Source: an optimization exercise on an open RTL-to-GDS flow (aim: small area). Production flows keep margins and buffers that such runs may drop. Function was checked by simulation only, so behaviour that the tests miss may differ from the original. Power and IR drop assume default switching activity.

## x10_cm17a
module x10_cm17a (
    input  wire        clk,
    input  wire        rst,
    input  wire [15:0] cfg_wait,
    input  wire [15:0] cfg_reset,
    input  wire [15:0] cfg_gap,
    input  wire [15:0] cfg_err,
    input  wire [6:0]  cfg_dim_step,
    input  wire        cmd_valid,
    input  wire [1:0]  cmd_kind,
    input  wire [3:0]  cmd_func,
    input  wire [3:0]  cmd_house,
    input  wire [15:0] cmd_units,
    input  wire [6:0]  cmd_percent,
    output wire        st_valid,
    output wire [2:0]  st_code,
    input  wire        close,
    input  wire        conn_connect,
    input  wire        conn_fix,
    input  wire        line_fail,
    output wire        line1,
    output wire        line0,
    output wire [1:0]  conn_state,
    output wire        evt_broken,
    output wire        evt_fixed,
    output wire        tx_stopped,
    output wire        sent_valid,
    input  wire        sent_ready,
    output wire [1:0]  sent_func,
    output wire [3:0]  sent_house,
    output wire [15:0] sent_units,
    output wire [6:0]  sent_percent,
    input  wire        rx_l1,
    input  wire        rx_l0,
    output wire        dec_valid,
    output wire [1:0]  dec_func,
    output wire [3:0]  dec_house,
    output wire [3:0]  dec_unit,
    output wire        dec_desync
);
For scale: about 1300 cells after synthesis, about 470 flip-flops, about 170 I/O pins, ~0.018 mm^2 of cells after synthesis.
Settings: LEC_CHECK=0, ABC_AREA=1, CAP_MARGIN=0, CORE_MARGIN=2, CORE_UTILIZATION=70, SLEW_MARGIN=0; clock period 6.0 ns.
standard.sh (not shown) runs the stock make flow with config.mk's settings and CLKGATE_MAP_FILE= SYNTH_SCRIPT=/design/flow/synth_recipe.tcl, a recipe that flattens the netlist after the stock synthesis.
==> flow/flow/run.sh <==
#!/bin/bash
# The standard layout (standard.sh) with these changes:
#  - synthesis maps logic with an area-oriented ABC script (flow/abc_area.script);
#    registers are mapped by the standard dfflibmap step before ABC, unchanged
#  - port buffers are plain sky130_fd_sc_hd__buf_1 cells
#  - clock tree synthesis inserts no dummy loads
# Each tool's output goes to flow.log here and to the ORFS logs under orfs/logs.
set -euo pipefail
HERE=$PWD
{
  head -n 1 synth_recipe.tcl
  cat <<TCL
proc abc {args} {
  set i [lsearch -exact \$args -script]
  if { \$i >= 0 } { lset args [expr {\$i + 1}] $HERE/flow/abc_area.script }
  yosys abc {*}\$args
}
TCL
  tail -n +2 synth_recipe.tcl
} > my_synth.tcl
sed "s#SYNTH_SCRIPT=[^ ]*#SYNTH_SCRIPT=$HERE/my_synth.tcl#" standard.sh > my_standard.sh
export BUFFER_PORTS_ARGS="-buffer_cell sky130_fd_sc_hd__buf_1"
export CTS_ARGS="-sink_clustering_enable -repair_clock_nets -dont_use_dummy_load -buf_list sky130_fd_sc_hd__clkbuf_16 -sink_clustering_size 30 -sink_clustering_max_diameter 100"
bash my_standard.sh > flow.log 2>&1
==> flow/flow/abc_area.script <==
strash
&get -n
&st
&if -K 4 -a
&mfs
&st
&deepsyn -T 30
&dch
&put
amap
topo
Then changed:
==> flow/flow/abc_area.script (replaced) <==
strash
&get -n
&st
&if -K 4 -a
&mfs
&st
&syn2
&dch
&put
amap
topo
CORE_UTILIZATION = 40   (was 70)
GPL_TIMING_DRIVEN = 0   (was default)
Outcome:
- worst setup slack is worse by 1100 ps
- register-to-register slack gets worse by 1100 ps
- power rises by 11%
- wire length rises by 14%
Then changed:
--- a/flow/flow/run.sh
+++ b/flow/flow/run.sh
@@ -22,3 +22,3 @@
 export BUFFER_PORTS_ARGS="-buffer_cell sky130_fd_sc_hd__buf_1"
-export CTS_ARGS="-sink_clustering_enable -repair_clock_nets -dont_use_dummy_load -buf_list sky130_fd_sc_hd__clkbuf_16 -sink_clustering_size 30 -sink_clustering_max_diameter 100"
+export CTS_ARGS="-sink_clustering_enable -repair_clock_nets -dont_use_dummy_load -buf_list sky130_fd_sc_hd__clkbuf_16 -sink_clustering_size 34 -sink_clustering_max_diameter 80"
 bash my_standard.sh > flow.log 2>&1
==> flow/flow/abc_area.script (replaced) <==
strash
&get -n
&st
&if -K 4 -a
&mfs
&st
&deepsyn -T 30
&dch
&put
amap
topo
CAP_MARGIN = 20   (was 0)
CORE_UTILIZATION = 85   (was 40)
GPL_TIMING_DRIVEN = default   (was 0)
SLEW_MARGIN = 20   (was 0)
Effect:
- With this change the flow failed in global routing (5_1_grt) (GRT-0232)
- area after synthesis decreases by 1.8%
- synthesized cell count decreases by 4.9%
Then changed:
--- a/flow/flow/run.sh
+++ b/flow/flow/run.sh
@@ -22,3 +22,3 @@
 export BUFFER_PORTS_ARGS="-buffer_cell sky130_fd_sc_hd__buf_1"
-export CTS_ARGS="-sink_clustering_enable -repair_clock_nets -dont_use_dummy_load -buf_list sky130_fd_sc_hd__clkbuf_16 -sink_clustering_size 34 -sink_clustering_max_diameter 80"
+export CTS_ARGS="-sink_clustering_enable -repair_clock_nets -dont_use_dummy_load -buf_list sky130_fd_sc_hd__clkbuf_16 -sink_clustering_size 30 -sink_clustering_max_diameter 100"
 bash my_standard.sh > flow.log 2>&1
==> flow/flow/abc_area.script (replaced) <==
strash
&get -n
&st
&if -K 4 -a
&mfs
&st
&syn2
&dch
&put
amap
topo
CORE_UTILIZATION = 40   (was 85)
Now the flow completed without violations.
Area after synthesis went up by 1.8%.
Synthesized cell count went up by 5.1%.

-- static timing again, ports no longer ideal --
In the flow no input, the clock included, has a driving cell. The finished layouts below were timed again as built, in two steps.
Step 1 sets driving cells, clkbuf_16 on the clock port and buf_2 on the other inputs (assumed; they add their load-dependent delay and slew).
Step 2, shift: input delay + t, output delay - t, t = (earliest + latest rising clock arrival at the registers) / 2. This alone moves slack from input paths to output paths.
Slacks: ideal ports / drivers / drivers and shift; pairs: ideal ports / drivers.
run	t, ns	setup slack, ns	worst setup path after step 2	slew at the worst register clock pin (ns)	cell pins on the clock port's net
the first run	0.581	1.633 / 1.633 / 1.288	input to register	0.11 / 0.11	1
the second run	0.588	0.563 / 0.563 / 0.367	input to register	0.11 / 0.11	1
the fourth run	0.594	1.423 / 1.423 / 1.221	input to register	0.12 / 0.12	1
After both steps setup and hold are still met in every run listed. For the first run, which loses most, drivers alone change the setup slack by 0.000 ns; drivers and shift together by -0.345 ns.
